Background: an optimization exercise with open tools, aiming at small area and a short achievable clock period. Do not read the settings as production practice. In this exercise RTL edits were held to simulation tests only and were not proved equivalent to the original. No activity file was given, so power comes from the tool's default toggle rates.

==> flow/design.v <==
module glorb_fifo #(
    parameter WIDTH = 25
) (
    input  wire             clk,
    input  wire             rst_n,
    input  wire             push,
    input  wire [WIDTH-1:0] din,
    input  wire             pop,
    output wire [WIDTH-1:0] dout,
    output reg              empty,
    output reg              full
);
    reg [WIDTH-1:0] m0, m1, m2, m3;
    reg [3:0]       wr;    
    reg [3:0]       rd;    
    assign dout = ({WIDTH{rd[0]}} & m0) | ({WIDTH{rd[1]}} & m1) |
                  ({WIDTH{rd[2]}} & m2) | ({WIDTH{rd[3]}} & m3);
    always @(posedge clk) begin
        if (!full & wr[0]) m0 <= din;
        if (!full & wr[1]) m1 <= din;
        if (!full & wr[2]) m2 <= din;
        if (!full & wr[3]) m3 <= din;
    end
    wire [3:0] wr_n = {wr[2:0], wr[3]};
    wire [3:0] rd_n = {rd[2:0], rd[3]};
    always @(posedge clk or negedge rst_n) begin
        if (!rst_n) begin
            wr    <= 4'b0001;
            rd    <= 4'b0001;
            empty <= 1'b1;
            full  <= 1'b0;
        end else begin
            if (push)
                wr <= wr_n;
            if (pop)
                rd <= rd_n;
            if (push & !pop) begin
                empty <= 1'b0;
                full  <= (wr_n == rd);
            end else if (pop & !push) begin
                full  <= 1'b0;
                empty <= (rd_n == wr);
            end
        end
    end
endmodule
module glorb_frame_encoder #(
    parameter [7:0]  P_HEADER = 8'h0F,
    parameter [15:0] P_THR_HI = 16'd1807,
    parameter [15:0] P_THR_LO = 16'd240,
    parameter [15:0] P_AUX    = 16'd240,
    parameter [15:0] P_FILL   = 16'd0
) (
    input  wire [22:0] cmd,       
    input  wire [4:0]  sel,
    output reg  [7:0]  byte_out
);
    reg [15:0]  ch [0:15];
    reg [175:0] stream;
    reg [199:0] frame;
    integer i, k;
    always @* begin
        for (i = 0; i < 16; i = i + 1)
            ch[i] = P_FILL;
        ch[0] = {5'd0, cmd[10:0]};
        ch[2] = {5'd0, cmd[21:11]};
        ch[4] = P_THR_HI;                        
        ch[5] = cmd[22] ? P_THR_HI : P_THR_LO;
        ch[6] = P_AUX;
        ch[7] = P_AUX;
        for (k = 0; k < 176; k = k + 1)
            stream[k] = ch[k / 11][k % 11];
        frame          = 200'd0;
        frame[7:0]     = P_HEADER;
        frame[183:8]   = stream;
        frame[199:184] = 16'h0000;
        byte_out = 8'h00;
        for (i = 0; i < 24; i = i + 1)
            if (sel == i)
                byte_out = frame[8*(i+1) +: 8];
    end
endmodule
module glorb_core (
    input  wire        clk,
    input  wire        rst_n,
    input  wire        l_valid,
    input  wire [35:0] l_data,
    output wire        l_ready,
    input  wire        r_valid,
    input  wire [35:0] r_data,
    output wire        r_ready,
    output wire [7:0]  tx_data,
    output wire        tx_valid,
    input  wire        tx_ready,
    input  wire        tx_err,
    output wire        st_l_fwd,
    output wire        st_l_armed,
    output wire        st_r_fwd,
    output wire        st_r_armed,
    output wire        st_mix_armed,
    output wire        st_mix_fwd,
    output wire        st_tx_failed,
    output wire        st_idle
);
    localparam [7:0] P_HEADER = 8'h0F;
    reg        run;             
    reg        l_fwd, l_armed;  
    reg        r_fwd, r_armed;
    reg        lt_fwd, lt_armed;  
    reg        rt_fwd, rt_armed;
    reg        arb_last;        
    reg        send;            
    reg        failed;          
    reg [4:0]  idx;             
    reg [22:0] cur;             
    reg [7:0]  txb;             
    function [2:0] apply;
        input [35:0] d;
        input        f;
        input        a;
        reg          f2, a2;
        begin
            a2 = d[34] ? ~a : a;
            case (d[33:32])
                2'b00:   f2 = f;
                2'b01:   f2 = 1'b1;
                2'b10:   f2 = 1'b0;
                default: f2 = ~f;
            endcase
            if (d[35])
                apply = {1'b0, f, a};
            else
                apply = {a2, f2, a2};
        end
    endfunction
    wire [2:0] l_app = apply(l_data, lt_fwd, lt_armed);
    wire [2:0] r_app = apply(r_data, rt_fwd, rt_armed);
    wire [24:0] ql_head, qr_head;
    wire        ql_empty, ql_full, qr_empty, qr_full;
    wire        take_l, take_r;
    assign l_ready = run & ~ql_full;
    assign r_ready = run & ~qr_full;
    wire   l_push  = l_valid & l_ready;
    wire   r_push  = r_valid & r_ready;
    glorb_fifo #(.WIDTH(25)) u_ql (
        .clk(clk), .rst_n(rst_n),
        .push(l_push), .din({l_app, l_data[26:16], l_data[10:0]}),
        .pop(take_l), .dout(ql_head),
        .empty(ql_empty), .full(ql_full)
    );
    glorb_fifo #(.WIDTH(25)) u_qr (
        .clk(clk), .rst_n(rst_n),
        .push(r_push), .din({r_app, r_data[26:16], r_data[10:0]}),
        .pop(take_r), .dout(qr_head),
        .empty(qr_empty), .full(qr_full)
    );
    wire        qc_empty, qc_full;
    wire [22:0] qc_head;
    wire sel_l = ~ql_empty & (qr_empty | arb_last);
    wire sel_r = ~qr_empty & (ql_empty | ~arb_last);
    wire go    = ~qc_full | failed;           
    assign take_l = go & sel_l;
    assign take_r = go & sel_r;
    wire [24:0] w         = sel_l ? ql_head : qr_head;
    wire        oth_armed = sel_l ? r_armed : l_armed;
    wire        qc_push   = ~qc_full & ~failed & (sel_l | sel_r) & w[24] & ~oth_armed;
    always @(posedge clk or negedge rst_n) begin
        if (!rst_n) begin
            run      <= 1'b0;
            l_fwd    <= 1'b1;
            l_armed  <= 1'b0;
            r_fwd    <= 1'b1;
            r_armed  <= 1'b0;
            lt_fwd   <= 1'b1;
            lt_armed <= 1'b0;
            rt_fwd   <= 1'b1;
            rt_armed <= 1'b0;
            arb_last <= 1'b1;
        end else begin
            run <= 1'b1;
            if (l_push)
                {lt_fwd, lt_armed} <= l_app[1:0];
            if (r_push)
                {rt_fwd, rt_armed} <= r_app[1:0];
            if (take_l) begin
                {l_fwd, l_armed} <= ql_head[23:22];
                arb_last <= 1'b0;
            end
            if (take_r) begin
                {r_fwd, r_armed} <= qr_head[23:22];
                arb_last <= 1'b1;
            end
        end
    end
    wire qc_pop = ~qc_empty & ~send;    
    glorb_fifo #(.WIDTH(23)) u_qc (
        .clk(clk), .rst_n(rst_n),
        .push(qc_push), .din({w[23], w[21:0]}),
        .pop(qc_pop), .dout(qc_head),
        .empty(qc_empty), .full(qc_full)
    );
    wire [7:0] nxt_byte;
    glorb_frame_encoder u_enc (
        .cmd(cur), .sel(idx), .byte_out(nxt_byte)
    );
    wire load = ~qc_empty & ~send & ~failed;
    always @(posedge clk) begin
        if (!send) begin
            cur <= qc_head;
            idx <= 5'd0;
            txb <= P_HEADER;
        end else if (tx_ready) begin
            idx <= idx + 5'd1;
            txb <= nxt_byte;
        end
    end
    always @(posedge clk or negedge rst_n) begin
        if (!rst_n) begin
            send   <= 1'b0;
            failed <= 1'b0;
        end else if (send) begin
            if (tx_err) begin
                send   <= 1'b0;
                failed <= 1'b1;
            end else if (tx_ready && idx == 5'd24) begin
                send   <= 1'b0;
            end
        end else if (load) begin
            send <= 1'b1;
        end
    end
    assign tx_valid = send;
    assign tx_data  = txb;
    assign st_l_fwd     = l_fwd;
    assign st_l_armed   = l_armed;
    assign st_r_fwd     = r_fwd;
    assign st_r_armed   = r_armed;
    assign st_mix_armed = l_armed | r_armed;
    assign st_mix_fwd   = (l_armed & r_armed) ? (l_fwd | r_fwd) :
                          l_armed ? l_fwd :
                          r_armed ? r_fwd : 1'b1;
    assign st_tx_failed = failed;
    assign st_idle      = ql_empty & qr_empty & qc_empty & ~send;
endmodule
==> flow/run.sh <==
#!/bin/bash
# synth_recipe.tcl (not shown) runs the flow's synth.tcl, then flattens the netlist and writes it again
# the make line also repeats each setting of config.mk as NAME=value (left out here)
make -C /OpenROAD-flow-scripts/flow DESIGN_CONFIG=/design/flow/config.mk WORK_HOME=/design/flow/orfs CLKGATE_MAP_FILE= SYNTH_SCRIPT=/design/flow/synth_recipe.tcl finish
==> flow/config.mk <==
export PLATFORM = sky130hd
export DESIGN_NAME = glorb_core
export DESIGN_NICKNAME = glorb_core
export VERILOG_FILES = /design/flow/design.v
export SDC_FILE = /design/flow/constraint.sdc
export NUM_CORES = 4
export LEC_CHECK = 0
export CAP_MARGIN = 20
export CORE_MARGIN = 2
export CORE_UTILIZATION = 40
export PLACE_DENSITY = 0.6
export SLEW_MARGIN = 20
==> flow/constraint.sdc <==
create_clock -name core_clock -period 4.0 [get_ports {clk}]
set_input_delay 0.8000 -clock core_clock [delete_from_list [all_inputs] [get_ports {clk}]]
set_output_delay 0.8000 -clock core_clock [all_outputs]
set_load 0.01 [all_outputs]
==> run notes <==
slew margin rel. 24.73%; initial antenna violation count 0; drt initial violations 464; hold_ws 262.6 ps; outcome complete, no violations; VDD IR max 0.0003484 V; crit path capture type output port; Nets 1074; Core Region 35480 um^2; Least-Margin Pin Slew 1129 ps; pin count of the biggest net entering global routing 43; fraction of layout cells with a size suffix above 1 13.37%; final-report setup violation count 0; crit path from r_armed$_DFFE_PN0P_; sequential share of the synthesized area 75.16%; Max Cap Viol 0; Mapped Cells 906; Worst-path clk slew 60 ps; critical path class register to output port; crit path DAT 1950 ps; Syn-to-layout area delta 17.69%; Final Core Density 47.60%; synthesis-stage register bit count 370; maximum clock frequency 363.6 MHz; final worst path period share 68.76%; commonest non-fill, non-tap cell in the layout edfxtp_1; std cell rows 69; share of the synthesized area in the top cell type 65.91%; Power Density 560.1 nW/um^2; required time worst endpoint 3200 ps; starting density of the core 40.45%; Hold Vio Cnt, Final 0; clk sinks 370; CP top delay family buffers and inverters; vias in the first global route 7913; r2r setup slk 1290 ps; startpoint types register; yosys warns 5; I/O pin count 97; postcts setup bufs 0; EDFF count, synth 315; final slew viol count 0; Residual DRC 0; vias per inst 5.363; worst-case clock buffer depth 3; Final ANT Viol Nets 0; Die H 193.4 um; worst skew pair latency 540 ps; CP max FO 5; Largest stage delay, worst path 530 ps; most frequent cells in the layout edfxtp_1 (315), a22oi_1 (142), clkdlybuf4s50_1 (75); Post-CTS Resized 0; Tot Pwr 9461 uW; Post-Syn Nets 992; DIE WIDTH 193.4 um; P_leak 0.005717 uW; n_diodes 0; first-pass GRT wire length 45.48 mm; critical-path cell list or2_2 > nand2_1 > clkdlybuf4s50_1; CTS Hold Buffers Added 0; Vias 7927; post-synth top area cell edfxtp_1; synth top area cells edfxtp_1 (66%), a22oi_1 (7.4%), dfrtp_1 (4.9%); Port Buf Inserts 76; GP Congestion 0.8196; Routed WL per cell 19.71 um; RSZ-0062 raised after global routing no; Main synth FF type edfxtp_1; total number of H-tree levels 2; global route overflow 0; Die ar. 37410 um^2; worst r2r src u_ql.empty$_DFFE_PN1P_; ys async rst share 11.35%; TritonCTS clock tree built; GRT Overall Usage 15.36%; Distinct cells, synth 64; Num CTS Buffers 40; syn avg cell area 15.84 um^2; hpwl dp 17.66 mm; setup TNS 0 ps; Root Driver clkbuf_16; drt pass-1 iters 5; Cell Area, Synth 14350 um^2; slowest cell on the critical path clkdlybuf4s50_1; Period minus WS final 2750 ps; Total Wirelength 29.13 mm; Hold Crit Class input port to async pin; Buf/Inv on CP 1; Max Clock Skew 27.22 ps
state kept, by name, summed over array words and instances, names as in the netlist, 8 cells and up:
| name | count |
|---|---|
| u_ql.m0 | 25 |
| u_ql.m1 | 25 |
| u_ql.m2 | 25 |
| u_ql.m3 | 25 |
| u_qr.m0 | 25 |
| u_qr.m1 | 25 |
| u_qr.m2 | 25 |
| u_qr.m3 | 25 |
| cur | 23 |
| u_qc.m0 | 23 |
| u_qc.m1 | 23 |
| u_qc.m2 | 23 |
| u_qc.m3 | 23 |
| txb | 8 |
per-stage QoR:
step / std cells / worst slack [ps] / instance area, um^2
CTS: 1478 / 1221 / 16890
finish: 1478 / 1250 / 16890
global route: 1478 / 1060 / 16890
floorplan: 906 / 1868 / 14350
detailed placement: 1407 / 1248 / 15610
global placement: 1407 / 1280 / 15610
kinds of logic (layout without fill, tap and decap cells):
logic type                 Yosys count  count (layout)  synth area share (%)
DFF                                370             370                 75.16
xor gates and xnor gates            34              34                 2.075
AOI/OAI and AO/OA                  238             238                 11.87
muxes                               27              27                 2.110
and+or+nand+nor                    160             160                 5.815
adders and majority gates            8               8                0.6974
other                                1               1               0.02613
buffers and inverters               68             179                 2.240
synth_stat cells, types with 2 or more instances:
cell type / n
dfrtp_1: 28
a221o_1: 2
nand4_1: 2
o211ai_1: 2
buf_2: 5
a31oi_1: 28
and3_1: 27
edfxtp_1: 315
inv_1: 15
mux2_2: 26
nand3b_1: 3
a221oi_1: 4
dfstp_2: 14
clkbuf_1: 34
nor2_1: 27
nor2b_1: 18
clkbuf_8: 3
xnor2_1: 17
nor3_1: 9
a22o_1: 3
a21o_1: 3
or3_1: 2
ha_1: 8
nor2_2: 2
buf_1: 6
dfxtp_1: 13
buf_6: 4
o41ai_1: 4
a211oi_1: 3
a22oi_1: 142
nand2_1: 48
a21oi_1: 18
nand3_1: 8
o21ai_0: 17
xor2_1: 17
path summary, 6_finish.rpt:
check | end | cells after the start
min | failed$_DFFE_PN0P_ | 1
max | st_mix_fwd | 3
min in group core_clock | txb[7]$_SDFFE_PN0P_ | 2
max in group asynchronous | u_qr.wr[0]$_DFFE_PN1P_ | 1
min reg2reg | txb[7]$_SDFFE_PN0P_ | 2
max reg2reg | u_qc.empty$_DFFE_PN1P_ | 6
routing by layer:
metal	track usage, %	up-vias	share of wire (%)
met1	22.14	3940	46
met3	2.406	48	4.6
li1	-	3738	-
met5	0	-	0
met2	24.34	201	47
met4	4.156	0	1.9
final cells by class:
type                            instances  area [um^2]
Fill cell                            3028        18590
Sequential cell                       370        10790
Multi-Input combinational cell        468         3308
Clock buffer                           51         1042
Timing Repair Buffer                   92        878.3
Tap cell                              461        576.8
Clock inverter                         20        237.7
Inverter                               16        60.06
power breakdown:
part | leakage, uW | switching (uW) | total [uW] | internal, uW
Sequential | 0.00355 | 133 | 4700 | 4560
Clock | 0.000618 | 1440 | 3560 | 2120
Combinational | 0.00154 | 757 | 1210 | 453
Total | 0.00572 | 2330 | 9460 | 7130

[afterwards: timing with drivers on the ports]
The flow's constraints put no driver on any port. The routed layout listed below was extracted and timed again, unchanged, in two steps. Step 1, drivers: a clkbuf_16 drives clk and a buf_2 each remaining input, both assumed. Step 2 moves the port delays by t, midway between the first and last clock arrival at a register: inputs arrive t later, outputs are due t later. That takes back most of the time a late clock gives input paths. Three values: ideal, step 1, step 2; two values: the first two.
t, ns: 0.577
setup WS [ns]: 1.250 / 1.200 / 1.289
hold slack, ns: 0.263 / 0.236 / 0.468
clock arrival spread, ns: 0.031 / 0.031
After both steps this run still meets setup and hold. For this run, drivers alone change the setup slack by -0.050 ns; drivers and shift together by +0.039 ns.
